From an optimization exercise on the open Yosys and OpenROAD flow, aimed at small area, a short achievable clock period and few clock cycles; shortcuts taken in it are not production practice. RTL that was checked went through simulation tests only; none was proved equivalent to the original. No functional check of the RTL was part of run 1. Power is estimated from default activity; no workload was simulated.

## flow/design.v (module list and top-level ports; edited modules follow where they fit)
// module qgk: 581 lines
// module qgk_lanes: 26 lines
// module qgk_rqstep: 28 lines
// module qgk_smlad: 310 lines
// module qgk_benc: 24 lines
// module qgk_add18: 55 lines
// module qgk_add32: 97 lines
// module qgk_add36: 107 lines
module qgk (
    input  wire        clk,
    input  wire        rst,
    input  wire        reg_wr,
    input  wire [6:0]  reg_addr,
    input  wire [31:0] reg_wdata,
    output reg  [31:0] reg_rdata,
    output wire        busy,
    output reg         mem_req,
    output reg         mem_we,
    output reg  [31:0] mem_addr,
    output reg  [3:0]  mem_be,
    output reg  [31:0] mem_wdata,
    input  wire        mem_ready,
    input  wire [31:0] mem_rdata
);
  // ...
==> flow/flow/run.sh <==
#!/bin/bash
# The standard ORFS layout (standard synthesis, floorplan, placement, CTS,
# routing), with ORFS's timing repair asked to keep a setup margin of
# MARGIN ns at the design's clock period. The make output goes to
# standard_flow.log; ORFS keeps each step's log under orfs/logs/.
set -euo pipefail
MARGIN=7.6
bash standard.sh SETUP_SLACK_MARGIN=$MARGIN finish > standard_flow.log 2>&1
==> flow/standard.sh <==
#!/bin/bash
# synth_recipe.tcl (not shown) runs the flow's synth.tcl, then flattens the netlist and writes it again
# the make line also repeats each setting of config.mk as NAME=value (left out here)
make -C /OpenROAD-flow-scripts/flow DESIGN_CONFIG=/design/flow/config.mk WORK_HOME=/design/flow/orfs CLKGATE_MAP_FILE= SYNTH_SCRIPT=/design/flow/synth_recipe.tcl "${@:-finish}"
==> flow/config.mk <==
export PLATFORM = sky130hd
export DESIGN_NAME = qgk
export DESIGN_NICKNAME = qgk
export VERILOG_FILES = /design/flow/design.v
export SDC_FILE = /design/flow/constraint.sdc
export NUM_CORES = 8
export LEC_CHECK = 0
export CAP_MARGIN = 20
export CORE_MARGIN = 2
export CORE_UTILIZATION = 55
export CTS_CLUSTER_DIAMETER = 100
export CTS_CLUSTER_SIZE = 20
export SLEW_MARGIN = 20
==> flow/constraint.sdc <==
create_clock -name core_clock -period 16.0 [get_ports {clk}]
set_input_delay 3.2000 -clock core_clock [delete_from_list [all_inputs] [get_ports {clk}]]
set_output_delay 3.2000 -clock core_clock [all_outputs]
set_load 0.01 [all_outputs]
==> notes.md, run 1 <==
Power and ir drop
The internal power of the cells totals 7.45 mW.

Critical path
The cell family contributing the most delay on the critical path is buffers and inverters. In this design, the stage delay of the slowest critical-path cell is 0.31 ns. Tracing the worst setup path back leads to its startpoint at reg_addr[6]. The data arrival at the endpoint of the critical path is 5.41 ns. The capture point of the worst path is reg_rdata[14].

Finish
The most common cell after layout, fill and taps aside is sky130_fd_sc_hd__edfxtp_1. Of the cells placed in the final design, the portion with a size suffix greater than 1 is 0.0841. The top cell types in the final layout, fill and taps aside, are sky130_fd_sc_hd__edfxtp_1, sky130_fd_sc_hd__nor2_1, sky130_fd_sc_hd__nand2_1. In the final layout, the multi-input gates occupy 49700 sq um. The final-stage net count is 9419. The area of all placed cells without fillers is 98800 sq um.

Detailed routing
The routed design uses 165000 um of met2 wire.

Run status
The run finished with no timing, DRC or antenna violations.

Yosys
The most common cell in the synthesized netlist is sky130_fd_sc_hd__edfxtp_1. Of the synthesized area, sequential elements account for 0.411. Sorting the synthesized cells by how often they occur yields sky130_fd_sc_hd__edfxtp_1, sky130_fd_sc_hd__nor2_1, sky130_fd_sc_hd__nand2_1. Dividing the synthesized area by the synthesized cell count gives 10.3 sq um. The area fraction in and, or, nand and nor cells after synthesis is 0.108.

The adder and majority cell fraction of the synthesized area is 0.111.

Timing
In the final timing run, aggregate negative setup slack is 0 ns. For the pin with the worst max-slew slack, the measured transition is 1.32 ns. Clock skew on the completed layout was measured at 0.0758 ns.

Clocking
Clock tree synthesis inserted a total of 78 buffers. The H-tree was split into 3 levels. The tree built by TritonCTS fans out to 1311 sinks.

GRT
The via count of the first global-routing pass is 72766.
==> module qgk, before the edit <==
module qgk (
    input  wire        clk,
    input  wire        rst,
    input  wire        reg_wr,
    input  wire [6:0]  reg_addr,
    input  wire [31:0] reg_wdata,
    output reg  [31:0] reg_rdata,
    output wire        busy,
    output reg         mem_req,
    output reg         mem_we,
    output reg  [31:0] mem_addr,
    output reg  [3:0]  mem_be,
    output reg  [31:0] mem_wdata,
    input  wire        mem_ready,
    input  wire [31:0] mem_rdata
);
    reg [31:0] cmd_r;
    reg        st_done, st_err;
    reg [2:0]  st_cause;
    reg [31:0] wptr, aptr, bptr, mptr, sptr, zptr, optr;
    reg [15:0] nch, klen;
    reg [7:0]  zw, zout, zin;
    reg [31:0] src, dst, len;
    reg [2:0]  pbit;
    reg [31:0] rqsum, rqmul;
    reg [7:0]  rqshift, rqres;
    reg [31:0] acc0, acc1, acc2, acc3;
    localparam S_IDLE = 5'd0,
               S_Z0   = 5'd1,    
               S_Z1   = 5'd2,
               S_BA   = 5'd3,    
               S_BB   = 5'd4,
               S_WA   = 5'd5,    
               S_WB   = 5'd6,
               S_X1   = 5'd7,    
               S_X2   = 5'd8,
               S_GW   = 5'd9,    
               S_OW   = 5'd10,   
               S_MA   = 5'd11,   
               S_MB   = 5'd12,
               S_S0   = 5'd13,
               S_S1   = 5'd14,
               S_TW   = 5'd15,   
               S_OP   = 5'd16,   
               S_U_RD = 5'd17,   
               S_U_WR = 5'd18,   
               S_P_OR = 5'd19,   
               S_P_RD = 5'd20,   
               S_P_WR = 5'd21,   
               S_C_RD = 5'd22,   
               S_C_WR = 5'd23,   
               S_RQ   = 5'd24;   
    reg [24:0] st;
    assign busy = !st[S_IDLE];
    reg [1:0]  wa, wo;
    reg        zpc;
    reg        conv;         
    reg [31:0] pw;           
    reg [15:0] ch;           
    reg [14:0] aw;           
    reg [15:0] co;           
    reg [1:0]  owk;          
    reg        fin;          
    reg [31:0] ba;           
    reg [31:0] wra, wrb;     
    reg [7:0]  za, zb;
    reg [31:0] ma, mb;
    reg [7:0]  sa, sb;
    reg [15:0] b1, b2;       
    reg [59:0] la_r;         
    reg [31:0] xr;           
    reg [17:0] x3lo, x3hi;   
    reg        xv, xc;       
    reg        bias_a, bias_b;
    reg [31:0] wacc0, wacc1, wacc2, wacc3;
    wire [7:0] wa_mask = (wa == 2'd1) ? 8'h03 : (wa == 2'd2) ? 8'h0F : 8'hFF;
    wire [2:0] hmax = (wa == 2'd1) ? 3'd7 : (wa == 2'd2) ? 3'd3 : 3'd1;
    wire [16:0] row_bytes = (wa == 2'd1) ? {3'd0, klen[15:2]} :
                            (wa == 2'd2) ? {2'd0, klen[15:1]} : {1'b0, klen};
    wire [16:0] col_bytes = (wo == 2'd1) ? {3'd0, nch[15:2]} :
                            (wo == 2'd2) ? {2'd0, nch[15:1]} : {1'b0, nch};
    wire [3:0] d_op  = reg_wdata[3:0];
    wire [1:0] d_wa  = reg_wdata[5:4];
    wire [1:0] d_wo  = reg_wdata[7:6];
    wire       d_zpc = reg_wdata[8];
    wire d_hi_zero = (reg_wdata[31:9] == 23'd0);
    wire d_req  = d_hi_zero && d_op == 4'd4 && d_wa == 2'd0 && d_wo != 2'd0 && !d_zpc;
    wire d_gemm = d_hi_zero && d_op == 4'd5 && d_wa != 2'd0 && d_wo != 2'd0;
    wire d_cdc  = d_hi_zero && (d_op == 4'd1 || d_op == 4'd2 || d_op == 4'd3) &&
                  d_wa != 2'd0 && d_wo == 2'd0 && !d_zpc;
    wire [3:0] d_umask = (d_wa == 2'd1) ? 4'hF : (d_wa == 2'd2) ? 4'h7 : 4'h3;
    wire [1:0] d_nmask = (d_wo == 2'd1) ? 2'h3 : 2'h1;
    wire d_dims_ok  = ((nch[1:0] & d_nmask) == 2'd0) && ((klen[3:0] & d_umask) == 4'd0);
    wire d_align_ok = (wptr[1:0] == 2'd0) && (aptr[1:0] == 2'd0) &&
                      (bptr[1:0] == 2'd0) && (mptr[1:0] == 2'd0);
    wire d_pbit_ok  = (d_wa == 2'd1) ? !pbit[0] : (d_wa == 2'd2) ? (pbit[1:0] == 2'd0) : (pbit == 3'd0);
    wire d_grp = (d_wa == 2'd1) ? (len[31:4] != 28'd0) :
                 (d_wa == 2'd2) ? (len[31:3] != 29'd0) : (len[31:2] != 30'd0);
    reg [4:0] d_st;         
    reg [2:0] d_cause;
    always @(*) begin
        d_st    = S_IDLE;
        d_cause = 3'd0;
        if (!(d_req || d_gemm || d_cdc))
            d_cause = 3'd1;
        else if (d_req)
            d_st = S_RQ;
        else if (d_op == 4'd5) begin
            if (!d_dims_ok)
                d_cause = 3'd2;
            else if (!d_align_ok)
                d_cause = 3'd3;
            else if (nch != 16'd0)
                d_st = d_zpc ? S_Z0 : S_BA;
        end else if (d_op == 4'd1) begin
            if (dst[0])
                d_cause = 3'd3;
            else if (len != 32'd0)
                d_st = S_U_RD;
        end else if (d_op == 4'd2) begin
            if (!d_pbit_ok)
                d_cause = 3'd4;
            else if (src[0])
                d_cause = 3'd3;
            else if (len != 32'd0)
                d_st = S_P_RD;
        end else begin
            if (src[1:0] != 2'd0 || dst[1:0] != 2'd0)
                d_cause = 3'd3;
            else if (d_grp)
                d_st = S_C_RD;
            else if (len != 32'd0)
                d_st = S_U_RD;
        end
    end
    wire cmd_wr = reg_wr && st[S_IDLE] && (reg_addr[6:2] == 5'h00);
    always @(*) begin
        mem_req = st[S_Z0] | st[S_Z1] | st[S_BA] | st[S_BB] | st[S_WA] | st[S_WB] | st[S_X1] |
                  st[S_X2] | st[S_OW] | st[S_MA] | st[S_MB] | st[S_S0] | st[S_S1] | st[S_U_RD] |
                  st[S_U_WR] | st[S_P_OR] | st[S_P_RD] | st[S_P_WR] | st[S_C_RD] | st[S_C_WR];
    end
    wire ack = mem_req && mem_ready;
    wire [7:0]  rd_byte = mem_rdata[{ba[1:0], 3'b000} +: 8];
    wire [7:0]  rd_next = mem_rdata[{ba[1:0] + 2'd1, 3'b000} +: 8];
    wire [2:0]  gj       = (wa == 2'd1) ? aw[2:0] : (wa == 2'd2) ? {1'b0, aw[1:0]} : {2'b0, aw[0]};
    wire [2:0]  cj       = (wa == 2'd1) ? pw[3:1] : (wa == 2'd2) ? {1'b0, pw[2:1]} : {2'b0, pw[1]};
    reg         f_last_j;    
    reg         f_c_end;     
    wire [2:0]  cj_n = st[S_C_RD] ? 3'd0 : (st[S_C_WR] && ack) ? cj + 3'd1 : cj;
    reg         f_last_grp;  
    reg         f_k_zero;    
    reg         f_ch_zero;   
    reg         f_p_or;      
    reg         f_p_cy;      
    reg         f_c_tail;    
    wire        ow_need  = (wo != 2'd1) || !ch[1];
    wire        o_half   = (wo == 2'd3) && !owk[1] && (ba[1:0] != 2'd3);
    wire        ow_cend  = (wo != 2'd3) || o_half || owk[1];
    wire        b_cross  = (ba[1:0] == 2'd3);
    wire [31:0] e_boff = (wa == 2'd1) ? {2'd0, pw[31:2]} : (wa == 2'd2) ? {1'b0, pw[31:1]} : pw;
    wire [2:0]  e_bit  = (wa == 2'd1) ? {pw[1:0], 1'b0} : (wa == 2'd2) ? {pw[0], 2'b0} : 3'd0;
    wire [3:0]  p_bsum = {1'b0, e_bit} + {1'b0, pbit};
    wire [1:0]  pw_lo_n  = st[S_IDLE] ? 2'd0 : (st[S_P_WR] && ack) ? pw[1:0] + 2'd1 : pw[1:0];
    wire [2:0]  e_bit_n  = (wa == 2'd1) ? {pw_lo_n, 1'b0} : (wa == 2'd2) ? {pw_lo_n[0], 2'b0} : 3'd0;
    wire [3:0]  p_bsum_n = {1'b0, e_bit_n} + {1'b0, pbit};
    wire        e_nbyte = (wa == 2'd3) || (wa == 2'd2 && pw[0]) || (wa == 2'd1 && pw[1:0] == 2'b11);
    reg         f_last_aw;   
    reg         f_last_ch;   
    reg         f_pw_end;    
    reg         f_c_last;    
    wire [29:0] c_grp_pw  = (wa == 2'd1) ? {2'd0, pw[31:4]} : (wa == 2'd2) ? {1'b0, pw[31:3]} : pw[31:2];
    wire [29:0] c_grp_len = (wa == 2'd1) ? {2'd0, len[31:4]} : (wa == 2'd2) ? {1'b0, len[31:3]} : len[31:2];
    wire        c_tail    = (wa == 2'd1) ? (len[3:0] != 4'd0) : (wa == 2'd2) ? (len[2:0] != 3'd0) : (len[1:0] != 2'd0);
    wire        last_grp  = ({aw, 1'b0} + {12'd0, hmax, 1'b0} + 16'd2 == klen);
    reg  [31:0] pw_op;
    always @(*) begin
        pw_op = 32'd0;
        if (st[S_WB] && f_last_grp) pw_op = {17'd0, row_bytes[16:2]};
        if (st[S_C_WR])             pw_op = 32'd1;
    end
    wire [31:0] pw_nx;
    wire        pw_co;
    qgk_add32 u_pwadd (.a(pw), .b(pw_op), .cin(1'b1), .s(pw_nx), .cout(pw_co));
    always @(posedge clk) begin
        f_last_aw <= ({aw, 1'b0} + 16'd2 == klen);
        f_last_ch <= (ch + 16'd2 == nch);
        f_pw_end  <= (pw_nx == len);
        f_c_last  <= (c_grp_pw + 30'd1 == c_grp_len);
        f_last_grp <= last_grp;
        f_k_zero  <= (klen == 16'd0);
        f_ch_zero <= (ch == 16'd0);
        f_p_or    <= (p_bsum_n[2:0] != 3'd0);
        f_p_cy    <= p_bsum_n[3];
        f_c_tail  <= c_tail;
        f_last_j  <= (gj == hmax);
        f_c_end   <= (cj_n == hmax);
    end
    wire        rq_idle;
    wire       c_end = f_c_end;
    wire       last_j = f_last_j;
    wire       s_end = (st[S_S0] && !b_cross) || st[S_S1];      
    wire       o_end = st[S_OW] && ow_cend && owk[0];           
    wire       gap   = (st[S_BB] && f_k_zero) || (st[S_X2] && f_last_aw);
    wire       g_rdy = f_ch_zero || rq_idle;
    wire       g_ow  = !f_ch_zero && ow_need;
    reg [24:0] st_adv;
    always @(*) begin
        st_adv         = 25'd0;
        st_adv[S_IDLE] = st[S_IDLE] || st[S_OP] || ((st[S_U_WR] || st[S_P_WR]) && f_pw_end) ||
                         (st[S_C_WR] && c_end && f_c_last && !f_c_tail) || (st[S_RQ] && rq_idle);
        st_adv[S_Z0]   = s_end && !f_last_ch && zpc;
        st_adv[S_Z1]   = st[S_Z0] && b_cross;
        st_adv[S_BA]   = (st[S_Z0] && !b_cross) || st[S_Z1] || (s_end && !f_last_ch && !zpc);
        st_adv[S_BB]   = st[S_BA];
        st_adv[S_WA]   = (st[S_BB] && !f_k_zero) || (st[S_X2] && !f_last_aw && last_j);
        st_adv[S_WB]   = st[S_WA];
        st_adv[S_X1]   = st[S_WB] || (st[S_X2] && !f_last_aw && !last_j);
        st_adv[S_X2]   = st[S_X1];
        st_adv[S_GW]   = (gap && !g_rdy) || (st[S_GW] && !rq_idle);
        st_adv[S_OW]   = ((gap || st[S_GW]) && g_rdy && g_ow) || (st[S_OW] && !(ow_cend && owk[0])) ||
                         (st[S_TW] && rq_idle);
        st_adv[S_MA]   = ((gap || st[S_GW]) && g_rdy && !g_ow) || (o_end && !fin);
        st_adv[S_OP]   = o_end && fin;
        st_adv[S_MB]   = st[S_MA];
        st_adv[S_S0]   = st[S_MB];
        st_adv[S_S1]   = st[S_S0] && b_cross;
        st_adv[S_TW]   = (s_end && f_last_ch) || (st[S_TW] && !rq_idle);
        st_adv[S_U_RD] = (st[S_U_WR] && !f_pw_end) || (st[S_C_WR] && c_end && f_c_last && f_c_tail);
        st_adv[S_U_WR] = st[S_U_RD];
        st_adv[S_P_RD] = st[S_P_WR] && !f_pw_end;
        st_adv[S_P_OR] = st[S_P_RD] && f_p_or;
        st_adv[S_P_WR] = (st[S_P_RD] && !f_p_or) || st[S_P_OR];
        st_adv[S_C_RD] = st[S_C_WR] && c_end && !f_c_last;
        st_adv[S_C_WR] = st[S_C_RD] || (st[S_C_WR] && !c_end);
        st_adv[S_RQ]   = st[S_RQ] && !rq_idle;
    end
    wire [24:0] st_n = st[S_IDLE] ? (cmd_wr ? (25'd1 << d_st) : (25'd1 << S_IDLE)) :
                       (mem_req && !mem_ready) ? st : st_adv;
    always @(posedge clk) begin
        if (cmd_wr) begin
            pw <= 32'd0;
            ch <= 16'd0;
            co <= 16'd0;
        end
        if (ack && (st[S_WB] || st[S_U_WR] || st[S_P_WR] || st[S_C_WR]))
            pw <= pw_nx;
        if (ack && (st[S_S1] || (st[S_S0] && !b_cross)) && !f_last_ch)
            ch <= ch + 16'd2;
        if (ack && st[S_BB])
            aw <= 15'd0;
        if (ack && st[S_X2])
            aw <= aw + 15'd1;
        if ((ack && st[S_BB]) || st[S_TW])
            owk <= 2'd0;
        if (ack && st[S_OW]) begin
            owk <= !ow_cend ? (2'b10 | owk) : {1'b0, ~owk[0]};
            if (ow_cend && owk[0])
                co <= co + ((wo == 2'd3) ? 16'd2 : 16'd1);
        end
    end
    wire [1:0]  owk_n = st[S_OW] ? (!ow_cend ? (2'b10 | owk) : {1'b0, ~owk[0]}) : 2'b00;
    wire        from_s  = (st[S_S0] || st[S_S1]);
    wire [31:0] a_base =
        ({32{st_adv[S_Z0] | st_adv[S_Z1]}} & zptr) |
        ({32{st_adv[S_BA] | st_adv[S_BB]}} & bptr) |
        ({32{st_adv[S_WA] | st_adv[S_WB]}} & wptr) |
        ({32{st_adv[S_X1] | st_adv[S_X2]}} & aptr) |
        ({32{st_adv[S_OW] | st_adv[S_OP]}} & optr) |
        ({32{st_adv[S_MA] | st_adv[S_MB]}} & mptr) |
        ({32{st_adv[S_S0] | st_adv[S_S1]}} & sptr) |
        ({32{st_adv[S_U_RD] | st_adv[S_C_RD] | st_adv[S_P_RD]}} & src) |
        ({32{st_adv[S_U_WR] | st_adv[S_C_WR] | st_adv[S_P_OR] | st_adv[S_P_WR]}} & dst);
    wire [31:0] a_off1 =
        ({32{st_adv[S_Z0] | st_adv[S_S0]}} & {16'd0, ch}) |
        ({32{st_adv[S_Z1] | st_adv[S_S1]}} & {16'd0, ch[15:1], 1'b1}) |
        ({32{st_adv[S_BA] | st_adv[S_MA]}} & {14'd0, ch, 2'b00}) |
        ({32{st_adv[S_BB] | st_adv[S_MB]}} & {14'd0, ch[15:1], 1'b1, 2'b00}) |
        ({32{st_adv[S_WA] | st_adv[S_WB]}} & {pw[29:0], 2'b00}) |
        ({32{st_adv[S_X1] | st_adv[S_X2]}} & {15'd0, aw, 2'b00}) |
        ({32{st_adv[S_OW]}} & {16'd0, co}) |
        ({32{st_adv[S_OP]}} & {15'd0, col_bytes}) |
        ({32{st_adv[S_U_RD] | st_adv[S_C_RD] | st_adv[S_P_OR] | st_adv[S_P_WR]}} & e_boff) |
        ({32{st_adv[S_U_WR] | st_adv[S_C_WR] | st_adv[S_P_RD]}} & {pw[30:0], 1'b0});
    wire [16:0] a_off2 =
        ({17{st_adv[S_Z0] & from_s}} & 17'd2) |
        ({17{st_adv[S_BA] & from_s}} & 17'd8) |
        ({17{st_adv[S_WB]}} & row_bytes) |
        ({17{st_adv[S_X1] & st[S_X2]}} & 17'd4) |
        ({17{st_adv[S_X2]}} & {klen, 1'b0}) |
        ({17{(st_adv[S_OW] & owk_n[0]) | st_adv[S_OP]}} & col_bytes) |
        ({17{(st_adv[S_U_RD] | st_adv[S_C_RD]) & st[S_C_WR]}} & ((wa == 2'd3) ? 17'd2 : 17'd1)) |
        ({17{st_adv[S_C_WR] & st[S_C_WR]}} & 17'd4) |
        ({17{st_adv[S_P_RD] & st[S_P_WR]}} & 17'd2);
    wire        a_cin  = (st_adv[S_OW] & owk_n[1]) | (st_adv[S_U_RD] & st[S_U_WR] & e_nbyte) |
                         ((st_adv[S_P_OR] | st_adv[S_P_WR]) & f_p_cy);
    wire [31:0] a_o2  = {15'd0, a_off2};
    wire [31:0] a_ps  = a_base ^ a_off1 ^ a_o2;
    wire [31:0] a_pc  = (a_base & a_off1) | (a_base & a_o2) | (a_off1 & a_o2);
    wire [31:0] na = a_ps + {a_pc[30:0], a_cin};
    wire [17:0] lane_a, lane_b;
    qgk_lanes u_lane_a (.x(st[S_C_RD] ? mem_rdata : wra), .j(conv ? cj_n : gj), .code(wa),
                        .z(conv ? zin : za), .l(lane_a));
    qgk_lanes u_lane_b (.x(wrb), .j(gj), .code(wa), .z(zb), .l(lane_b));
    wire [31:0] cv_word = {{7{la_r[17]}}, la_r[17:9], {7{la_r[8]}}, la_r[8:0]};
    wire [7:0]  u_fld   = (rd_byte >> e_bit) & wa_mask;
    wire [15:0] u_half  = {8'd0, u_fld} - {8'd0, (conv ? zin : 8'd0)};
    wire [15:0] p_half  = ba[1] ? mem_rdata[31:16] : mem_rdata[15:0];
    wire [7:0]  p_sat   = p_half[15] ? 8'd0 : (p_half > {8'd0, wa_mask}) ? wa_mask : p_half[7:0];
    wire [7:0]  p_old   = wrb[{ba[1:0], 3'b000} +: 8];
    wire [7:0]  p_byte  = (f_p_or ? p_old : 8'd0) | (wra[7:0] << p_bsum[2:0]);
    wire [15:0] o_fld   = owk[0] ? b2 : b1;
    wire [7:0]  o_byte  = (wo != 2'd3) ? o_fld[15:8] : owk[1] ? o_fld[15:8] : o_fld[7:0];
    always @(*) begin
        mem_addr  = {ba[31:2], 2'b00};
        mem_we    = 1'b0;
        mem_be    = 4'd0;
        mem_wdata = 32'd0;
        if (st[S_U_WR]) begin
                mem_we    = 1'b1;
                mem_be    = ba[1] ? 4'b1100 : 4'b0011;
                mem_wdata = {2{wra[15:0]}};
        end
        if (st[S_C_WR]) begin
                mem_we    = 1'b1;
                mem_be    = 4'b1111;
                mem_wdata = cv_word;
        end
        if (st[S_P_WR]) begin
                mem_we    = 1'b1;
                mem_be    = 4'b0001 << ba[1:0];
                mem_wdata = {4{p_byte}};
        end
        if (st[S_OW]) begin
                mem_we    = 1'b1;
                if (o_half) begin
                    mem_be    = 4'b0011 << ba[1:0];
                    mem_wdata = (ba[1:0] == 2'd0) ? {16'd0, o_fld} :
                                (ba[1:0] == 2'd1) ? {8'd0, o_fld, 8'd0} : {o_fld, 16'd0};
                end else begin
                    mem_be    = 4'b0001 << ba[1:0];
                    mem_wdata = {4{o_byte}};
                end
        end
    end
    always @(*) begin
        case (reg_addr[6:2])
            5'h00:   reg_rdata = cmd_r;
            5'h01:   reg_rdata = {24'd0, 1'b0, st_cause, 2'b00, st_err, st_done};
            5'h02:   reg_rdata = wptr;
            5'h03:   reg_rdata = aptr;
            5'h04:   reg_rdata = bptr;
            5'h05:   reg_rdata = mptr;
            5'h06:   reg_rdata = sptr;
            5'h07:   reg_rdata = zptr;
            5'h08:   reg_rdata = optr;
            5'h09:   reg_rdata = {klen, nch};
            5'h0A:   reg_rdata = {8'd0, zin, zout, zw};
            5'h0B:   reg_rdata = src;
            5'h0C:   reg_rdata = dst;
            5'h0D:   reg_rdata = len;
            5'h0E:   reg_rdata = {29'd0, pbit};
            5'h0F:   reg_rdata = rqsum;
            5'h10:   reg_rdata = rqmul;
            5'h11:   reg_rdata = {24'd0, rqshift};
            5'h12:   reg_rdata = {24'd0, rqres};
            5'h14:   reg_rdata = acc0;
            5'h15:   reg_rdata = acc1;
            5'h16:   reg_rdata = acc2;
            5'h17:   reg_rdata = acc3;
            default: reg_rdata = 32'd0;
        endcase
    end
    wire [17:0] x3lo_n, x3hi_n;
    wire        x3c0, x3c1;
    qgk_add18 u_x3lo (.a({{2{mem_rdata[15]}}, mem_rdata[15:0]}), .b({mem_rdata[15], mem_rdata[15:0], 1'b0}),
                      .cin(1'b0), .s(x3lo_n), .cout(x3c0));
    qgk_add18 u_x3hi (.a({{2{mem_rdata[31]}}, mem_rdata[31:16]}), .b({mem_rdata[31], mem_rdata[31:16], 1'b0}),
                      .cin(1'b0), .s(x3hi_n), .cout(x3c1));
    wire [14:0] bd_al, bd_ah, bd_bl, bd_bh;
    qgk_benc u_benc_al (.a(lane_a[8:0]),   .d(bd_al));
    qgk_benc u_benc_ah (.a(lane_a[17:9]),  .d(bd_ah));
    qgk_benc u_benc_bl (.a(lane_b[8:0]),   .d(bd_bl));
    qgk_benc u_benc_bh (.a(lane_b[17:9]),  .d(bd_bh));
    wire [31:0] mac_a, mac_b;
    qgk_smlad u_mac_a (.a0(la_r[14:0]),  .a1(la_r[29:15]), .x0(xr[15:0]), .x1(xr[31:16]),
                       .t0(x3lo), .t1(x3hi), .acc(bias_a ? xr : xc ? wacc1 : wacc0), .q(mac_a));
    qgk_smlad u_mac_b (.a0(la_r[44:30]), .a1(la_r[59:45]), .x0(xr[15:0]), .x1(xr[31:16]),
                       .t0(x3lo), .t1(x3hi), .acc(bias_b ? xr : xc ? wacc3 : wacc2), .q(mac_b));
    always @(posedge clk) begin
        xr   <= mem_rdata;
        x3lo <= x3lo_n;
        x3hi <= x3hi_n;
        la_r <= (st[S_BA] || st[S_BB]) ? 60'd0 : conv ? {42'd0, lane_a} : {bd_bh, bd_bl, bd_ah, bd_al};
        if (bias_a || (xv && !xc)) wacc0 <= mac_a;
        if (bias_a || (xv &&  xc)) wacc1 <= mac_a;
        if (bias_b || (xv && !xc)) wacc2 <= mac_b;
        if (bias_b || (xv &&  xc)) wacc3 <= mac_b;
    end
    localparam R_IDLE = 2'd0, R_LOAD = 2'd1, R_PSH = 2'd2, R_MUL = 2'd3;
    reg [1:0]  rq_ph;
    reg [31:0] rq_pre;
    reg        rq_pb;
    reg [31:0] rq_a;
    reg [4:0]  rq_cnt;
    reg        rq_ovf;
    reg [1:0]  rq_k;
    reg        rq_req;
    reg        rq_fin;       
    reg        rq_fodd;      
    reg        rq_freq;      
    reg [1:0]  rq_rem;
    reg        rq_start, rq_start_req;
    wire [31:0] r_sum = rq_req ? rqsum : (rq_k == 2'd0) ? acc0 : (rq_k == 2'd1) ? acc1 :
                                         (rq_k == 2'd2) ? acc2 : acc3;
    wire [31:0] r_m   = rq_req ? rqmul : rq_k[1] ? mb : ma;
    wire [7:0]  r_s   = rq_req ? rqshift : rq_k[1] ? sb : sa;
    wire        r_psh = r_s[7];                          
    wire [4:0]  r_n1c = (r_s[7:5] == 3'b111) ? ~r_s[4:0] : 5'd31;    
    wire [4:0]  r_n2  = r_s[7] ? 5'd0 : (r_s[6:5] != 2'b00) ? 5'd31 : r_s[4:0];
    wire [3:0]  r_steps = 4'd7 + {1'b0, r_n2[4:2]};
    wire        r_load = (rq_ph == R_LOAD);
    wire [3:0]  r_dig = r_load ? r_sum[3:0] : rq_pre[3:0];
    wire        r_dpb = r_load ? 1'b0 : rq_pb;
    wire [31:0] r_ain = r_load ? 32'd0 : rq_a;
    wire [35:0] r_acc;
    qgk_rqstep u_rqstep (.a(r_ain), .m(r_m), .d0({r_dig[1:0], r_dpb}), .d1(r_dig[3:1]), .s(r_acc));
    wire [10:0] f_lo  = rq_a[10:0] >> rq_rem;
    wire        f_neg = rq_a[31];
    wire [2:0]  f_hm  = (rq_rem == 2'd0) ? 3'b111 : (rq_rem == 2'd1) ? 3'b110 :
                        (rq_rem == 2'd2) ? 3'b100 : 3'b000;
    wire        f_h0  = (rq_a[31:11] == 21'd0) && ((rq_a[10:8] & f_hm) == 3'd0);
    wire        f_h1  = (rq_a[31:11] == {21{1'b1}}) && ((rq_a[10:8] & f_hm) == f_hm);
    wire [8:0]  f_sum = {1'b0, f_lo[7:0]} + {1'b0, zout};
    wire [7:0]  r_max = (wo == 2'd1) ? 8'd3 : (wo == 2'd2) ? 8'd15 : 8'd255;
    wire [7:0]  f_min = (f_sum[7:0] > r_max) ? r_max : f_sum[7:0];
    wire [7:0]  r_q   = f_h0 ? ((f_sum > {1'b0, r_max}) ? r_max : f_sum[7:0]) :
                        f_h1 ? (f_sum[8] ? f_min : 8'd0) :
                        f_neg ? 8'd0 : r_max;
    always @(posedge clk) begin
        rq_fin <= 1'b0;
        if (rst) begin
            rq_ph <= R_IDLE;
        end else begin
            case (rq_ph)
                R_IDLE: begin
                    rq_k   <= 2'd0;
                    rq_req <= rq_start_req;
                    if (rq_start || rq_start_req)
                        rq_ph <= R_LOAD;
                end
                R_LOAD: begin
                    rq_rem <= r_n2[1:0];
                    if (!r_psh) begin
                        rq_a     <= r_acc[35:4];
                        rq_pre   <= {{4{r_sum[31]}}, r_sum[31:4]};
                        rq_pb    <= r_sum[3];
                        rq_cnt   <= {1'b0, r_steps} - 5'd1;
                        rq_ph    <= R_MUL;
                    end else begin
                        rq_a     <= 32'd0;
                        rq_pre   <= r_sum;
                        rq_ovf   <= 1'b0;
                        rq_cnt   <= r_n1c;
                        rq_ph    <= R_PSH;
                    end
                end
                R_PSH: begin
                    rq_ovf <= rq_ovf | (rq_pre[31] ^ rq_pre[30]);
                    rq_pre <= {rq_pre[30:0], 1'b0};
                    rq_cnt <= rq_cnt - 5'd1;
                    if (rq_cnt == 5'd0) begin
                        if (rq_ovf || (rq_pre[31] ^ rq_pre[30]))
                            rq_pre <= r_sum[31] ? 32'h8000_0000 : 32'h7FFF_FFFF;
                        rq_pb  <= 1'b0;
                        rq_cnt <= {1'b0, r_steps};
                        rq_ph  <= R_MUL;
                    end
                end
                R_MUL: begin
                    rq_a   <= r_acc[35:4];
                    rq_pre <= {{4{rq_pre[31]}}, rq_pre[31:4]};
                    rq_pb  <= rq_pre[3];
                    rq_cnt <= rq_cnt - 5'd1;
                    if (rq_cnt == 5'd0) begin
                        rq_fin  <= 1'b1;
                        rq_fodd <= rq_k[0];
                        rq_freq <= rq_req;
                        rq_k    <= rq_k + 2'd1;
                        rq_ph   <= (rq_req || rq_k == 2'd3) ? R_IDLE : R_LOAD;
                    end
                end
            endcase
        end
    end
    always @(posedge clk) begin
        if (rq_fin && !rq_freq) begin
            if (!rq_fodd)
                b1 <= (wo == 2'd1) ? {r_q[1:0], b1[15:2]} : (wo == 2'd2) ? {r_q[3:0], b1[15:4]} : {r_q, b1[15:8]};
            else
                b2 <= (wo == 2'd1) ? {r_q[1:0], b2[15:2]} : (wo == 2'd2) ? {r_q[3:0], b2[15:4]} : {r_q, b2[15:8]};
        end
    end
    assign rq_idle = (rq_ph == R_IDLE) && !rq_start && !rq_start_req && !rq_fin;
    wire        h_wr = reg_wr && st[S_IDLE];
    wire [31:0] dz   = reg_wdata & {32{~rst}};
    wire [4:0]  ha   = reg_addr[6:2];
    wire        snap = ack && (st[S_S1] || (st[S_S0] && !b_cross));
    always @(posedge clk) begin
        if (rst || (h_wr && ha == 5'h00)) cmd_r   <= dz;
        if (rst || (h_wr && ha == 5'h02)) wptr    <= dz;
        if (rst || (h_wr && ha == 5'h03)) aptr    <= dz;
        if (rst || (h_wr && ha == 5'h04)) bptr    <= dz;
        if (rst || (h_wr && ha == 5'h05)) mptr    <= dz;
        if (rst || (h_wr && ha == 5'h06)) sptr    <= dz;
        if (rst || (h_wr && ha == 5'h07)) zptr    <= dz;
        if (rst || (h_wr && ha == 5'h08) || st[S_OP])
            optr <= (st[S_OP] && !rst) ? ba : dz;
        if (rst || (h_wr && ha == 5'h09)) begin nch <= dz[15:0]; klen <= dz[31:16]; end
        if (rst || (h_wr && ha == 5'h0A)) begin zw <= dz[7:0]; zout <= dz[15:8]; zin <= dz[23:16]; end
        if (rst || (h_wr && ha == 5'h0B)) src     <= dz;
        if (rst || (h_wr && ha == 5'h0C)) dst     <= dz;
        if (rst || (h_wr && ha == 5'h0D)) len     <= dz;
        if (rst || (h_wr && ha == 5'h0E)) pbit    <= dz[2:0];
        if (rst || (h_wr && ha == 5'h0F)) rqsum   <= dz;
        if (rst || (h_wr && ha == 5'h10)) rqmul   <= dz;
        if (rst || (h_wr && ha == 5'h11)) rqshift <= dz[7:0];
        if (rst || (rq_fin && rq_freq)) rqres <= r_q & {8{~rst}};
        if (rst || snap) begin
            acc0 <= wacc0 & {32{~rst}};
            acc1 <= wacc1 & {32{~rst}};
            acc2 <= wacc2 & {32{~rst}};
            acc3 <= wacc3 & {32{~rst}};
        end
    end
    always @(posedge clk) begin
        rq_start     <= 1'b0;
        rq_start_req <= 1'b0;
        xv           <= 1'b0;
        bias_a       <= 1'b0;
        bias_b       <= 1'b0;
        st    <= rst ? (25'd1 << S_IDLE) : st_n;
        if (st[S_IDLE])
            ba <= (reg_wdata[3:0] == 4'd5) ? (reg_wdata[8] ? zptr : bptr) : src;
        else if (!(mem_req && !mem_ready))
            ba <= na;
        if (rst) begin
            st_done  <= 1'b0;
            st_err   <= 1'b0;
            st_cause <= 3'd0;
        end else begin
            if (cmd_wr) begin
                wa    <= d_wa;
                wo    <= d_wo;
                zpc   <= d_zpc;
                conv  <= (d_op == 4'd3);
                za    <= zw;
                zb    <= zw;
                st_done  <= 1'b1;
                st_err   <= (d_cause != 3'd0);
                st_cause <= d_cause;
                rq_start_req <= d_req;
            end
            if (ack && st[S_Z0]) begin za <= rd_byte; zb <= rd_next; end
            if (ack && st[S_Z1]) zb <= rd_byte;
            if (ack && st[S_BA]) bias_a <= 1'b1;
            if (ack && st[S_BB]) begin bias_b <= 1'b1; fin <= 1'b0; end
            if (ack && (st[S_WA] || st[S_C_RD])) wra <= mem_rdata;
            if (ack && st[S_U_RD]) wra[15:0] <= u_half;
            if (ack && st[S_P_RD]) wra[7:0] <= p_sat;
            if (ack && (st[S_WB] || st[S_P_OR])) wrb <= mem_rdata;
            if (ack && st[S_X1]) begin xv <= 1'b1; xc <= 1'b0; end
            if (ack && st[S_X2]) begin xv <= 1'b1; xc <= 1'b1; end
            if (ack && st[S_MA]) ma <= mem_rdata;
            if (ack && st[S_MB]) mb <= mem_rdata;
            if (ack && st[S_S0]) begin sa <= rd_byte; sb <= rd_next; end
            if (ack && st[S_S1]) sb <= rd_byte;
            if (st[S_TW]) fin <= 1'b1;
            if (snap) rq_start <= 1'b1;
        end
    end
endmodule
==> inputs of run 2 (changes only) <==
--- a/flow/design.v
+++ b/flow/design.v
@@ -196,5 +196,6 @@
         f_c_end   <= (cj_n == hmax);
     end
-    wire        rq_idle;
+    wire        rq_idle;     
+    wire        snap;        
     wire       c_end = f_c_end;
     wire       last_j = f_last_j;
@@ -207,5 +208,5 @@
     always @(*) begin
         st_adv         = 25'd0;
-        st_adv[S_IDLE] = st[S_IDLE] || st[S_OP] || ((st[S_U_WR] || st[S_P_WR]) && f_pw_end) ||
+        st_adv[S_IDLE] = st[S_IDLE] || (o_end && fin) || ((st[S_U_WR] || st[S_P_WR]) && f_pw_end) ||
                          (st[S_C_WR] && c_end && f_c_last && !f_c_tail) || (st[S_RQ] && rq_idle);
         st_adv[S_Z0]   = s_end && !f_last_ch && zpc;
@@ -221,5 +222,4 @@
                          (st[S_TW] && rq_idle);
         st_adv[S_MA]   = ((gap || st[S_GW]) && g_rdy && !g_ow) || (o_end && !fin);
-        st_adv[S_OP]   = o_end && fin;
         st_adv[S_MB]   = st[S_MA];
         st_adv[S_S0]   = st[S_MB];
@@ -261,4 +261,5 @@
     wire [1:0]  owk_n = st[S_OW] ? (!ow_cend ? (2'b10 | owk) : {1'b0, ~owk[0]}) : 2'b00;
     wire        from_s  = (st[S_S0] || st[S_S1]);
+    wire        op_adv  = o_end && fin;
     wire [31:0] a_base =
         ({32{st_adv[S_Z0] | st_adv[S_Z1]}} & zptr) |
@@ -266,5 +267,5 @@
         ({32{st_adv[S_WA] | st_adv[S_WB]}} & wptr) |
         ({32{st_adv[S_X1] | st_adv[S_X2]}} & aptr) |
-        ({32{st_adv[S_OW] | st_adv[S_OP]}} & optr) |
+        ({32{st_adv[S_OW] | op_adv}} & optr) |
         ({32{st_adv[S_MA] | st_adv[S_MB]}} & mptr) |
         ({32{st_adv[S_S0] | st_adv[S_S1]}} & sptr) |
@@ -279,5 +280,5 @@
         ({32{st_adv[S_X1] | st_adv[S_X2]}} & {15'd0, aw, 2'b00}) |
         ({32{st_adv[S_OW]}} & {16'd0, co}) |
-        ({32{st_adv[S_OP]}} & {15'd0, col_bytes}) |
+        ({32{op_adv}} & {15'd0, col_bytes}) |
         ({32{st_adv[S_U_RD] | st_adv[S_C_RD] | st_adv[S_P_OR] | st_adv[S_P_WR]}} & e_boff) |
         ({32{st_adv[S_U_WR] | st_adv[S_C_WR] | st_adv[S_P_RD]}} & {pw[30:0], 1'b0});
@@ -288,5 +289,5 @@
         ({17{st_adv[S_X1] & st[S_X2]}} & 17'd4) |
         ({17{st_adv[S_X2]}} & {klen, 1'b0}) |
-        ({17{(st_adv[S_OW] & owk_n[0]) | st_adv[S_OP]}} & col_bytes) |
+        ({17{(st_adv[S_OW] & owk_n[0]) | op_adv}} & col_bytes) |
         ({17{(st_adv[S_U_RD] | st_adv[S_C_RD]) & st[S_C_WR]}} & ((wa == 2'd3) ? 17'd2 : 17'd1)) |
         ({17{st_adv[S_C_WR] & st[S_C_WR]}} & 17'd4) |
@@ -410,5 +411,6 @@
     reg        rq_freq;      
     reg [1:0]  rq_rem;
-    reg        rq_start, rq_start_req;
+    reg        rq_start_req;
+    wire       rq_start = snap;
     wire [31:0] r_sum = rq_req ? rqsum : (rq_k == 2'd0) ? acc0 : (rq_k == 2'd1) ? acc1 :
                                          (rq_k == 2'd2) ? acc2 : acc3;
@@ -501,9 +503,9 @@
         end
     end
-    assign rq_idle = (rq_ph == R_IDLE) && !rq_start && !rq_start_req && !rq_fin;
+    assign rq_idle = (rq_ph == R_IDLE) && !rq_start && !rq_start_req;
     wire        h_wr = reg_wr && st[S_IDLE];
     wire [31:0] dz   = reg_wdata & {32{~rst}};
     wire [4:0]  ha   = reg_addr[6:2];
-    wire        snap = ack && (st[S_S1] || (st[S_S0] && !b_cross));
+    assign      snap = ack && (st[S_S1] || (st[S_S0] && !b_cross));
     always @(posedge clk) begin
         if (rst || (h_wr && ha == 5'h00)) cmd_r   <= dz;
@@ -514,6 +516,6 @@
         if (rst || (h_wr && ha == 5'h06)) sptr    <= dz;
         if (rst || (h_wr && ha == 5'h07)) zptr    <= dz;
-        if (rst || (h_wr && ha == 5'h08) || st[S_OP])
-            optr <= (st[S_OP] && !rst) ? ba : dz;
+        if (rst || (h_wr && ha == 5'h08) || (ack && op_adv))
+            optr <= (ack && op_adv && !rst) ? na : dz;
         if (rst || (h_wr && ha == 5'h09)) begin nch <= dz[15:0]; klen <= dz[31:16]; end
         if (rst || (h_wr && ha == 5'h0A)) begin zw <= dz[7:0]; zout <= dz[15:8]; zin <= dz[23:16]; end
@@ -534,5 +536,4 @@
     end
     always @(posedge clk) begin
-        rq_start     <= 1'b0;
         rq_start_req <= 1'b0;
         xv           <= 1'b0;
@@ -576,5 +577,4 @@
             if (ack && st[S_S1]) sb <= rd_byte;
             if (st[S_TW]) fin <= 1'b1;
-            if (snap) rq_start <= 1'b1;
         end
     end
==> run 2 against run 1 <==
Still clean. First-iteration DRC count down 6.4%. Clock power about the same. Worst hold slack better by 0.0082 ns. Synthesized cell count down 1.3%. Fmax down 1.7%. Worst setup slack worse by 0.15 ns. Sequential power down 3%. Global-route usage down 1.3 points. Critical path depth up 2. Register-to-register slack worse by 0.08 ns. Critical endpoint is now reg_rdata[0].
==> notes.md, run 2 <==
Yosys
Measured against the total synthesized area, the mux share comes to 0.0703. The number of distinct library cells after synthesis is 91. Of the post-synthesis cell area, the dominant cell type holds 0.370. The total of flip-flops plus latches after synthesis is 1309. The xor and xnor area share after synthesis is 0.0602.

The gate count after technology mapping is 8750. In this run, synthesis inferred 1121 flip-flops with an integrated enable. Sorting the synthesized cells by area gives the leading types as sky130_fd_sc_hd__edfxtp_1, sky130_fd_sc_hd__fa_1, sky130_fd_sc_hd__ha_1, sky130_fd_sc_hd__mux2i_1, sky130_fd_sc_hd__dfxtp_1. The post-synthesis average cell area came to 10.4 sq um (+1.0%).

The synthesized-area fraction occupied by ao, oa, aoi and oai cells is 0.190. The adder and majority cell fraction of the synthesized area was 0.111 (+0.000195). Among all cell types in the netlist, the one instantiated most often is sky130_fd_sc_hd__edfxtp_1. By count the netlist is led by sky130_fd_sc_hd__edfxtp_1, sky130_fd_sc_hd__nand2_1, sky130_fd_sc_hd__clkbuf_1. The Yosys step of the flow raised 3 warnings. In the synthesized netlist the async set-or-reset flop fraction comes to 0.

The area fraction in and, or, nand and nor cells after synthesis is 0.106 (-0.00234). After synthesis, the largest family of logic cells by area is compound AO/OA/AOI/OAI gates. The sequential area share after synthesis is 0.412 (+0.000691). In this run the cell area of the synthesized design comes to 90900 sq um. In the synthesized netlist the dominant register cell turns out to be sky130_fd_sc_hd__edfxtp_1.

Of all cell types, the one taking the most synthesized area is sky130_fd_sc_hd__edfxtp_1.

Power and ir drop
Of the total power, combinational logic draws 0.382. Summed over all nets, the switching power comes to 4.00 mW. In this run the static leakage power is 37.9 nW.

Of the total power, the share spent switching nets is 0.383. The internal power summed over all cells came to 6.45 mW (-13%). The clock power share is 0.208. The sequential share of power is 0.410.

For this design the ratio of total power to cell area is 105 nW/um^2. The overall power is 10.5 mW. The worst IR drop on VDD is 188 uV.

Place
The last weighted congestion value of the routability-driven placer is 1.01. After detailed placement, the design holds a cell count of 10624. Detailed placement finished with a half-perimeter wire length of 277000 um. Input and output buffers added on the ports amount to 173. OpenSTA, run right after detailed placement, puts the worst setup slack at 5.54 ns.

Finish
The layout cell share with drive strength beyond 1 is 0.0921 (+0.00797). The area added between synthesis and finish is 9.25%. The library cell used most frequently in the layout, excluding fill and tap cells, is sky130_fd_sc_hd__edfxtp_1. The final-stage net count is 9362 (-0.61%). The non-filler instance count after layout is 10903.

The flip-flop count of the largest register, all copies and words added is 60. Ranked by flip-flop count, first place goes to la_r. The library cells used most frequently in the layout, excluding fill and tap cells, are sky130_fd_sc_hd__edfxtp_1, sky130_fd_sc_hd__nand2_1, sky130_fd_sc_hd__nor2_1.

Timing
Dividing the final minimum period by the clock period gives 0.548. The number of pins exceeding their max-slew limit in the final report came to 0. Setup violations remaining at the end of the flow were counted as 0.

The largest clock skew in the final design is 0.0786 ns (+0.00282 ns). Static timing analysis puts the maximum clock frequency at 114 MHz. The total negative slack for setup checks is 0 ns (unchanged). Setup repair after global routing could not meet its margin everywhere. The minimum period implied by the final worst setup slack is 8.76 ns. The transition time at the pin with the least slew margin is 1.26 ns (-0.0622 ns).

Measured against its own limit, the worst slew margin works out to 0.161. The worst path meets setup with 7.24 ns of slack. The final count of hold timing violations is 0.

Critical path
Traced cell by cell, the critical path runs through buf_12, buf_12, or3b_4, buf_12, buf_6, nor2_4, buf_12, buf_8, buf_4, a22oi_2, nand4_1, nor2_1, nand4_1, buf_2. The data arrival at the endpoint of the critical path is 5.56 ns (+0.15 ns). The worst setup path is of the input port to primary output kind. STA classifies the critical path startpoint as an input port. The buffer and inverter count on the worst path is 8. STA puts the critical path data required time at 12.80 ns.

The most frequent cell on the critical path is sky130_fd_sc_hd__buf_12. Among all stages on the critical path, the largest delay is contributed by sky130_fd_sc_hd__nand4_1. The stage delay of the slowest cell on the critical path came to 0.47 ns (+0.16 ns). The cell class contributing the biggest share of worst-path delay is simple AND/OR/NAND/NOR gates. The biggest fanout along the worst timing path is 6.

STA classifies the critical path endpoint as a primary output.

Floorplan
The die boundary height is 411 um. The area of the core region is 165000 sq um. The I/O pin total is 178. The overall die area is 169000 sq um. In this run the core area contains 149 standard-cell rows. The die boundary width is 411 um.

The initial standard-cell utilization of the core is 0.552.

Detailed routing
Dividing the detail-routed via count by the number of cells gives 7.16. The number of antenna-violating nets in the routed design is 0. The count of TritonRoute iterations in the first routing pass is 21.

The wire length reported by the detailed router is 388000 um. The via total after detailed routing is 78111. The total DRC errors in the routed layout is 0. The count of routing violations after the opening detailed-route iteration is 13377. Dividing the detail-routed wire length by the instance count gives 35.6 um.

Run status
The run finished with no timing, DRC or antenna violations.

GRT
The total congestion overflow is 0. The number of antenna violations at the first check in global routing is 39. Entering global routing, the biggest net connects 139 pins. The via count of the first global-routing pass is 71799 (-1.3%). The overall routing resource usage is 0.447. The global-route wire length before repair is 538000 um.

Clocking
The clock tree from TritonCTS is yes. The master cell of the clock root buffer is sky130_fd_sc_hd__clkbuf_16. The CTS H-tree depth came to 3 (unchanged).

The total number of clock tree sinks is 1309 (-0.15%). The number of clock buffers inserted by TritonCTS is 77 (-1.3%). The later-pin clock latency in the skew report is 0.78 ns. The longest clock path from root to sink contains 3 buffers. The clock-pin transition on the worst setup and hold timing paths is 0.09 ns. The number of buffers inserted by hold repair at cts is 0.

Hold path
The worst hold path belongs to the class flip-flop to flip-flop.

Flow run
The tool flagged a number of max-cap violations equal to 0.
-- run 2: cell types whose count changed after synthesis, moves of 19 or more --
| cell | previous run | this run |
|---|---|---|
| sky130_fd_sc_hd__buf_2 | 36 | 12 |
| sky130_fd_sc_hd__xor2_1 | 233 | 297 |
| sky130_fd_sc_hd__a21o_1 | 142 | 123 |
| sky130_fd_sc_hd__xnor2_1 | 387 | 328 |
| sky130_fd_sc_hd__nand3_1 | 116 | 138 |
| sky130_fd_sc_hd__a222oi_1 | 71 | 103 |
| sky130_fd_sc_hd__o21ai_0 | 475 | 519 |
| sky130_fd_sc_hd__o211ai_1 | 46 | 65 |
| sky130_fd_sc_hd__nand2b_1 | 76 | 47 |
| sky130_fd_sc_hd__clkbuf_1 | 525 | 564 |
| sky130_fd_sc_hd__nor2_1 | 678 | 539 |
| sky130_fd_sc_hd__a21oi_1 | 537 | 427 |
| sky130_fd_sc_hd__nor2b_1 | 216 | 240 |
-- run 2: area by class of cell --
class,count,area [sq um]
Fill cell,13782,65300
Multi-Input combinational cell,6269,49700
Sequential cell,1309,37400
Timing Repair Buffer,516,5220
Tap cell,2189,2740
Clock buffer,109,2070
Inverter,484,1820
Clock inverter,14,249
Antenna cell,13,32.5
-- run 2: layer usage --
metal	wire, um	vias to the layer above	global-route usage
met5	527	-	0
met4	29800	22	0.265
met3	55400	1359	0.157
met2	161000	6145	0.640
met1	142000	38208	0.584
li1	-	32377	-
-- run 2: power by group through the flow --
stage	registers, mW	logic (mW)	clock network (mW)
finish	4.28	3.99	2.18
CTS	4.25	3.83	2.17
detailed placement	4.33	3.79	0
global route	4.27	4.28	2.27
floorplan	4.16	2.61	0
global placement	4.33	3.73	0
-- run 2: worst paths after layout --
kind                       startpoint                   to  slack [ns]  depth (start not counted)
setup / recovery          reg_addr[3]         reg_rdata[0]        7.24                         14
hold / removal    st[24]$_SDFFE_PP0P_  st[24]$_SDFFE_PP0P_        0.47                          1
setup reg to reg     xc$_SDFFCE_PP1P_   wacc3[1]$_DFFE_PP_        7.72                         21
hold reg to reg   st[24]$_SDFFE_PP0P_  st[24]$_SDFFE_PP0P_        0.47                          1
-- run 2: stage by stage --
step,hold slack (ns),area (sq um),util
finish,0.466,99300,0.603
global route,0.474,99300,0.603
CTS,0.464,98500,0.598
detailed placement,0.442,94400,0.574
global placement,0.434,94400,0.574
floorplan,0.414,90900,-
-- run 2: logic make-up (layout without fill, tap and decap cells) --
family	count (synthesis)	count (layout)
flip-flops	1309	1309
AO/OA/AOI/OAI	2449	2450
AND/OR/NAND/NOR	2024	2027
adder cells (fa/ha/maj)	644	644
buffers and inverters	1177	1123
XOR/XNOR	625	625
multiplexers	521	521
other	1	15
-- run 2: repair_timing --
item                                    in CTS  in global routing
gates resized for setup                    245                102
pin swaps                                   55                 61
cloned                                      19                  2
endpoints found under the setup margin     108                109
setup buffers                               77                 42
-- run 2: worst reg2reg max path, cell delays in order, from the launching register on --
cell and delay [ns]:
sky130_fd_sc_hd__edfxtp_1 0.34, sky130_fd_sc_hd__buf_4 0.39, sky130_fd_sc_hd__buf_6 0.59, sky130_fd_sc_hd__mux2i_1 0.74
sky130_fd_sc_hd__o21ai_0 0.30, sky130_fd_sc_hd__fa_1 0.56, sky130_fd_sc_hd__inv_1 0.05, sky130_fd_sc_hd__fa_1 0.47
sky130_fd_sc_hd__inv_1 0.05, sky130_fd_sc_hd__fa_1 0.57, sky130_fd_sc_hd__ha_1 0.44, sky130_fd_sc_hd__and3_1 0.21
sky130_fd_sc_hd__a221o_1 0.36, sky130_fd_sc_hd__nor4_1 0.32, sky130_fd_sc_hd__nand2_1 0.24, sky130_fd_sc_hd__a211oi_1 0.52
sky130_fd_sc_hd__o31ai_2 0.27, sky130_fd_sc_hd__a21o_1 0.27, sky130_fd_sc_hd__a211oi_4 0.69, sky130_fd_sc_hd__o21ai_2 0.18
sky130_fd_sc_hd__buf_4 0.28, sky130_fd_sc_hd__o21ai_0 0.22
Testbench counts of run 2, summed over its fixed seeds: cycles 62,166.
==> inputs of run 3 (changes only) <==
==> flow/flow/run.sh (replaced) <==
#!/bin/bash
# The standard ORFS layout (standard synthesis, floorplan, placement, CTS,
# routing), with two changes: the port buffers are buf_4 cells rather than the
# default delay buffers, and ORFS's timing repair is asked to keep a setup
# margin of MARGIN ns at the design's clock period. The make output goes to
# standard_flow.log; ORFS keeps each step's log under orfs/logs/.
set -euo pipefail
MARGIN=8.0
bash standard.sh SETUP_SLACK_MARGIN=$MARGIN "BUFFER_PORTS_ARGS=-buffer_cell sky130_fd_sc_hd__buf_4" finish > standard_flow.log 2>&1
==> run 3 against run 2 <==
Fmax increased by 0.64%. Cell count is the same. Via count is 0.18% higher. Core utilization rose by 0.10 points. Largest power group unchanged. Critical endpoint is now reg_rdata[9]. Highest routed layer unchanged. Flip-flop and latch count is the same. Register-to-register slack better by 0.42 ns. Worst hold slack gained 0.011 ns. Design area increased by 0.17%. Critical path type unchanged.
==> notes.md, run 3 <==
Run status
The run finished with no timing, DRC or antenna violations.

Place
The cell area after placement came to 93800 sq um (-0.70%). The number of instances in the placed design is 10590 (-0.32%). The half-perimeter wire length after detailed placement is 277000 um (about the same).

The count of buffers from port buffering came to 173 (unchanged). The pre-CTS setup slack is 6.50 ns (+0.961 ns). The last weighted congestion value of the routability-driven placer is 1.01 (-0.21%).

Timing
The share of the clock period used by the worst path after layout is 0.544 (-0.00351). The largest clock skew in the final design came to 0.0414 ns (-0.0373 ns). The final count of hold timing violations is 0 (unchanged). The max-slew headroom at the worst pin is 0.152 (-0.00895). The post-route worst setup slack came to 7.29 ns (+0.0561 ns). The total negative slack for setup checks is 0 ns (unchanged). The number of pins exceeding their max-slew limit in the final report is 0 (unchanged).

Setup repair after global routing could not meet its margin everywhere. The setup-violating endpoint count in the final report is 0 (unchanged). The minimum period implied by the final worst setup slack came to 8.71 ns (-0.0561 ns). The transition time at the pin with the least slew margin is 1.27 ns (+0.0125 ns). The achievable frequency came to 115 MHz (+0.64%).

Clocking
The CTS H-tree depth was 3 (unchanged). The number of buffers inserted by hold repair at cts is 0 (unchanged). The number of clock buffers inserted by TritonCTS is 78 (+1.3%). The clock-pin transition on the worst setup and hold timing paths is 0.09 ns (about the same). The total number of clock tree sinks was 1309 (unchanged). The clock tree from TritonCTS is yes. The later-pin clock latency in the skew report is 0.77 ns (about the same). The buffer depth of the longest clock path came to 3 (unchanged). The master cell of the clock root buffer is sky130_fd_sc_hd__clkbuf_16.

Yosys
The sequential area share after synthesis is 0.412 (unchanged). The number of distinct library cells after synthesis is 91 (unchanged). The number of warnings issued by yosys is 3 (unchanged).

In the post-synthesis netlist, the biggest area contributors are sky130_fd_sc_hd__edfxtp_1, sky130_fd_sc_hd__fa_1, sky130_fd_sc_hd__ha_1, sky130_fd_sc_hd__mux2i_1, sky130_fd_sc_hd__dfxtp_1. The number of enable flip-flop cells after synthesis is 1121 (unchanged). The gate count after technology mapping is 8750 (unchanged). The async set-or-reset flop fraction in the synthesized netlist is 0 (unchanged). The post-synthesis average cell area is 10.4 sq um (unchanged).

Summed over all instances, the cell type with the most area after synthesis is sky130_fd_sc_hd__edfxtp_1. The post-synthesis cell area is 90900 sq um (unchanged). The top cell type's share of synthesized area was 0.370 (unchanged). The flip-flop cell with the highest count after synthesis is sky130_fd_sc_hd__edfxtp_1. After synthesis, the most frequently instantiated cells are sky130_fd_sc_hd__edfxtp_1, sky130_fd_sc_hd__nand2_1, sky130_fd_sc_hd__clkbuf_1. The cell with the most instances after synthesis is sky130_fd_sc_hd__edfxtp_1. The total of flip-flops plus latches after synthesis is 1309 (unchanged).

Hold path
For hold timing, the worst endpoint is st[24]$_SDFFE_PP0P_. The launch point of the worst hold path is st[24]$_SDFFE_PP0P_. The number of cells on the worst hold path was 1 (unchanged). The worst min-delay path class is flip-flop to flip-flop.

Finish
Leaving out fill and tap cells, the most frequent cells in the layout are sky130_fd_sc_hd__edfxtp_1, sky130_fd_sc_hd__nand2_1, sky130_fd_sc_hd__nor2_1. The most common cell after layout, fill and taps aside is sky130_fd_sc_hd__edfxtp_1. The area of all placed cells without fillers is 99500 sq um (+0.17%). The number of filler cells placed in the layout came to 13832 (+0.36%). Compared with the post-synthesis result, the final layout area differs by 9.44%.

The layout cell share with drive strength beyond 1 is 0.115 (+0.0227). More flip-flops sit in one register than any other, and that register is la_r. The flip-flop count of the largest register, all copies and words added is 60 (unchanged). The final-stage net count is 9362 (unchanged). The non-filler instance count after layout is 10903 (unchanged).

Power and ir drop
The overall power is 10.6 mW (+0.96%). The power per cell area came to 106 nW/um^2 (+0.78%). The worst IR drop on VDD is 158 uV (-16%). The leakage power of the design came to 38.2 nW (+0.81%).

Floorplan
The area of the core region is 165000 sq um (unchanged). The initial standard-cell utilization of the core is 0.552 (unchanged). The number of rows in the core area is 149 (unchanged). The overall die area is 169000 sq um (unchanged). The die boundary height was 411 um (unchanged). The die boundary width is 411 um (unchanged). The I/O pin total is 178 (unchanged).

GRT
The maximum number of pins on one net before global-route repair is 97 (-30%). The overall routing resource usage is 0.446 (-0.00100). The total congestion overflow is 0 (unchanged). The via count of the first global-routing pass is 71923 (+0.17%). The number of antenna violations at the first check in global routing was 37 (-5.1%). The global-route wire length before repair was 537000 um (-0.30%).

Critical path
The cell depth of the worst flop-to-flop path came to 17 (-19%). The endpoint kind of the worst setup timing path is a primary output. The capture instance of the worst register-to-register path is wacc1[18]$_DFFE_PP_. The data arrival at the endpoint of the critical path is 5.51 ns (-0.05 ns).

The worst reg2reg path startpoint is la_r[9]$_SDFF_PP0_. The reg2reg setup slack came to 8.14 ns (+0.42 ns). The type of element launching the critical path is an input port. The biggest fanout along the worst timing path is 6 (unchanged). The kind of critical path is input port to primary output.

The worst endpoint required time is 12.80 ns (about the same).

Flow run
The count of max-cap constraint violations is 0 (unchanged).

Detailed routing
The count of routing violations after the opening detailed-route iteration is 13259 (-0.88%). The wire length reported by the detailed router came to 389000 um (+0.38%). The total DRC errors in the routed layout came to 0 (unchanged).

The via total after detailed routing is 78248 (+0.18%). The number of antenna-violating nets in the routed design is 0 (unchanged). The count of TritonRoute iterations in the first routing pass is 13 (-38%).

The ratio of routed vias to standard cells was 7.18 (+0.18%). The mean routed wirelength per cell is 35.7 um (+0.38%).
[run 3: worst max-delay path: stages]
cell and delay [ns]:
sky130_fd_sc_hd__buf_12 0.12, sky130_fd_sc_hd__or2_4 0.28, sky130_fd_sc_hd__buf_6 0.13, sky130_fd_sc_hd__buf_12 0.11, sky130_fd_sc_hd__nor2_4 0.15, sky130_fd_sc_hd__buf_4 0.16, sky130_fd_sc_hd__buf_12 0.12, sky130_fd_sc_hd__a22oi_1 0.08
sky130_fd_sc_hd__nor2_1 0.72, sky130_fd_sc_hd__or3_4 0.31, sky130_fd_sc_hd__buf_6 0.11
[run 3: metrics by stage]
step                      hold WS (ns)  utilization
after floorplan                  0.414            -
final                            0.477        0.604
after global routing             0.495        0.604
after global placement           0.436        0.570
after detailed placement         0.447        0.570
after CTS                        0.468        0.595
[run 3: area by class of cell]
| type | count | area [sq um] | share of cell area |
|---|---|---|---|
| clock inverter | 15 | 245 | 0.00247 |
| clock buffer | 110 | 2090 | 0.0210 |
| antenna | 12 | 30.0 | 0.000302 |
| timing repair buffer | 513 | 5080 | 0.0511 |
| inverter | 484 | 1820 | 0.0183 |
| tap | 2189 | 2740 | 0.0275 |
| sequential | 1309 | 37500 | 0.377 |
| multi-input combinational | 6271 | 50000 | 0.503 |
[run 3: worst max path at each step]
stage | end | slack [ns] | startpoint
2_1_floorplan | ba[31]$_DFFE_PP_ | 8.00 | mem_ready
3_3_place_gp | reg_rdata[16] | 6.48 | reg_addr[3]
3_5_place_dp | reg_rdata[6] | 6.50 | reg_addr[3]
4_1_cts | reg_rdata[16] | 7.46 | reg_addr[2]
5_1_grt | reg_rdata[18] | 7.38 | reg_addr[5]
6_report | reg_rdata[9] | 7.29 | reg_addr[4]
[run 3: logic make-up (layout without fill, tap and decap cells)]
kind of cell	after synthesis	in the layout	share of synthesized area
and+or+nand+nor	2024	2029	0.106
AOI/OAI and AO/OA	2449	2449	0.190
other	1	14	0.0000413
xor gates and xnor gates	625	625	0.0602
muxes	521	522	0.0703
buffers and inverters	1177	1122	0.0506
DFF	1309	1309	0.412
adders and majority gates	644	644	0.111
[run 3: what timing repair did]
item,CTS,global route
pin swaps,63,85
hold endpoints to repair,0,0
cloned,13,9
endpoints found under the setup margin,126,170
resized for setup,193,174
setup buffers,74,78
[run 3: where the power goes]
part / switching, mW / internal (mW)
Combinational: 2.55 / 1.53
Clock: 1.25 / 0.946
Sequential: 0.267 / 4.02
[run 3: per-layer routing]
layer | global-route usage | part of all wire | vias to the layer above
li1 | - | - | 32392
met1 | 0.587 | 0.37 | 38434
met2 | 0.630 | 0.41 | 6010
met3 | 0.150 | 0.14 | 1380
met4 | 0.283 | 0.080 | 32
met5 | 0.00791 | 0.0017 | -
==> inputs of run 4 (changes only) <==
--- a/flow/flow/run.sh
+++ b/flow/flow/run.sh
@@ -6,4 +6,4 @@
 # standard_flow.log; ORFS keeps each step's log under orfs/logs/.
 set -euo pipefail
-MARGIN=8.0
+MARGIN=7.6
 bash standard.sh SETUP_SLACK_MARGIN=$MARGIN "BUFFER_PORTS_ARGS=-buffer_cell sky130_fd_sc_hd__buf_4" finish > standard_flow.log 2>&1
--- a/flow/config.mk
+++ b/flow/config.mk
@@ -8,5 +8,5 @@
 export CAP_MARGIN = 20
 export CORE_MARGIN = 2
-export CORE_UTILIZATION = 55
+export CORE_UTILIZATION = 62
 export CTS_CLUSTER_DIAMETER = 100
 export CTS_CLUSTER_SIZE = 20
==> run 4 against run 3 <==
First-iteration DRC count up 9.9%. Routed wire length down 3.9%. Flip-flop and latch count unchanged. Critical path depth unchanged. Design area down 1.7%. Critical endpoint is now reg_rdata[6]. Largest cell class unchanged. Highest routed layer unchanged.
==> notes.md, run 4 <==
Critical path
The worst setup path is launched from an input port. The biggest fanout along the worst timing path is 7 (+1). The worst endpoint required time is 12.80 ns (about the same). The worst reg2reg path startpoint is la_r[13]$_SDFF_PP0_.

Power and ir drop
The net load switching power is 4.05 mW (-0.33%). The overall power was 10.5 mW (-0.12%). The power per cell area was 108 nW/um^2 (+1.6%).

Yosys
The async set-or-reset flop fraction in the synthesized netlist is 0 (unchanged). The number of warnings issued by yosys is 3 (unchanged). The flip-flop cell with the highest count after synthesis is sky130_fd_sc_hd__edfxtp_1.

The top cell type's share of synthesized area was 0.370 (unchanged).

Clocking
The total number of clock tree sinks was 1309 (unchanged). The number of buffers inserted by hold repair at cts is 0 (unchanged). The CTS H-tree depth is 3 (unchanged).

The buffer depth of the longest clock path is 3 (unchanged).

Finish
The final-stage net count is 9284 (-0.83%). The utilization of the core after routing was 0.672 (+0.0676). The number of filler cells placed in the layout is 11202 (-19%). The register containing the most flip-flops in the final layout is la_r.

Detailed routing
The count of TritonRoute iterations in the first routing pass is 13 (unchanged). The via total after detailed routing is 79013 (+0.98%). The number of antenna-violating nets in the routed design is 0 (unchanged).

Floorplan
The number of rows in the core area is 140 (-6.0%). The area of the core region came to 146000 sq um (-12%). The I/O pin total is 178 (unchanged).

Hold path
The endpoint of the worst hold-timing path is st[24]$_SDFFE_PP0P_. The path class of the tightest hold or removal check is flip-flop to flip-flop.

Run status
The flow ran to the end and the layout has no timing, DRC or antenna violations.

Timing
The transition time at the pin with the least slew margin is 1.31 ns (+0.0431 ns). The max-slew headroom at the worst pin came to 0.116 (-0.0363). The minimum period implied by the final worst setup slack is 8.70 ns (-0.0104 ns).

GRT
The number of antenna violations at the first check in global routing is 29 (-22%). The maximum number of pins on one net before global-route repair was 100 (+3.1%). The overall routing resource usage was 0.484 (+0.0379).
-- run 4: cell types whose count changed in the layout (fill, tap and decap cells not counted), moves of 14 or more --
cell / before / now
sky130_fd_sc_hd__dfxtp_1: 164 / 178
sky130_fd_sc_hd__buf_6: 71 / 20
sky130_fd_sc_hd__dfxtp_2: 23 / 9
sky130_fd_sc_hd__buf_12: 44 / 26
sky130_fd_sc_hd__a221oi_1: 232 / 246
sky130_fd_sc_hd__a221oi_2: 26 / 12
-- run 4: critical path: stages --
cell and delay [ns]:
sky130_fd_sc_hd__buf_16 0.12, sky130_fd_sc_hd__nand3b_1 0.13, sky130_fd_sc_hd__buf_4 0.14, sky130_fd_sc_hd__nor2_4 0.07, sky130_fd_sc_hd__buf_12 0.16, sky130_fd_sc_hd__buf_4 0.16, sky130_fd_sc_hd__a22oi_2 0.30, sky130_fd_sc_hd__nand4_1 0.18
sky130_fd_sc_hd__nor2_1 0.13, sky130_fd_sc_hd__nand4_1 0.52, sky130_fd_sc_hd__buf_4 0.37
-- run 4: timing repair --
action                     in CTS  in global routing
resized for setup              95                 77
setup buffers                  40                 55
pin swaps                      26                 42
setup endpoints to repair      93                104
gates cloned                   12                  7
-- run 4: cell families after synthesis --
kind of cell	share of synthesized area
and+or+nand+nor	0.106
xor gates and xnor gates	0.0602
buffers and inverters	0.0506
other	0.0000413
adders and majority gates	0.111
AOI/OAI and AO/OA	0.190
DFF	0.412
muxes	0.0703
-- run 4: layer usage --
metal,up-vias,share of wire,track usage
met1,37992,0.34,0.613
met5,-,0.0014,0.0211
li1,32251,-,-
met3,1678,0.17,0.205
met4,20,0.089,0.322
met2,7072,0.40,0.672
-- run 4: final cells by class --
class,count,area [sq um],share of cell area
multi-input cells,6269,49600,0.507
flip-flops and latches,1309,37400,0.383
repair buffers,438,4110,0.0420
well taps,1917,2400,0.0245
clock buffers,113,2100,0.0215
inverters,484,1820,0.0186
clock inverters,13,245,0.00251
diodes,23,57.6,0.000589
-- run 4: power by group through the flow --
stage               Sequential, mW  Clock [mW]  Combinational [mW]
floorplan                     4.16           0                2.61
global placement              4.33           0                3.71
detailed placement            4.33           0                3.79
CTS                           4.25        2.18                3.83
global route                  4.28        2.29                4.31
finish                        4.29        2.20                4.04
-- run 4: per-stage QoR --
step | worst slack, ns | instances | instance area (sq um) | hold slack (ns)
6_report | 7.30 | 10566 | 97800 | 0.483
2_1_floorplan | 7.67 | 8751 | 90900 | 0.414
3_5_place_dp | 6.62 | 10300 | 93300 | 0.450
5_1_grt | 7.25 | 10544 | 97700 | 0.492
4_1_cts | 7.52 | 10478 | 96600 | 0.471
3_3_place_gp | 6.53 | 10299 | 93200 | 0.434
-- run 4: worst max-delay path by stage --
stage,endpoint,start,depth (start not counted),slack (ns)
after floorplan,reg_rdata[22],reg_addr[3],8,7.67
after global placement,reg_rdata[0],reg_addr[6],11,6.53
after detailed placement,reg_rdata[1],reg_addr[3],9,6.62
after CTS,reg_rdata[7],reg_addr[6],10,7.52
after global routing,reg_rdata[21],reg_addr[3],12,7.25
final,reg_rdata[6],reg_addr[3],11,7.30

Setup slack of run 4, layout unchanged: 7.303 ns with ideal ports, 7.134 ns with driving cells assumed (clock clkbuf_16, inputs buf_2), 6.941 ns with port delays also shifted by the 0.825 ns mid clock arrival.
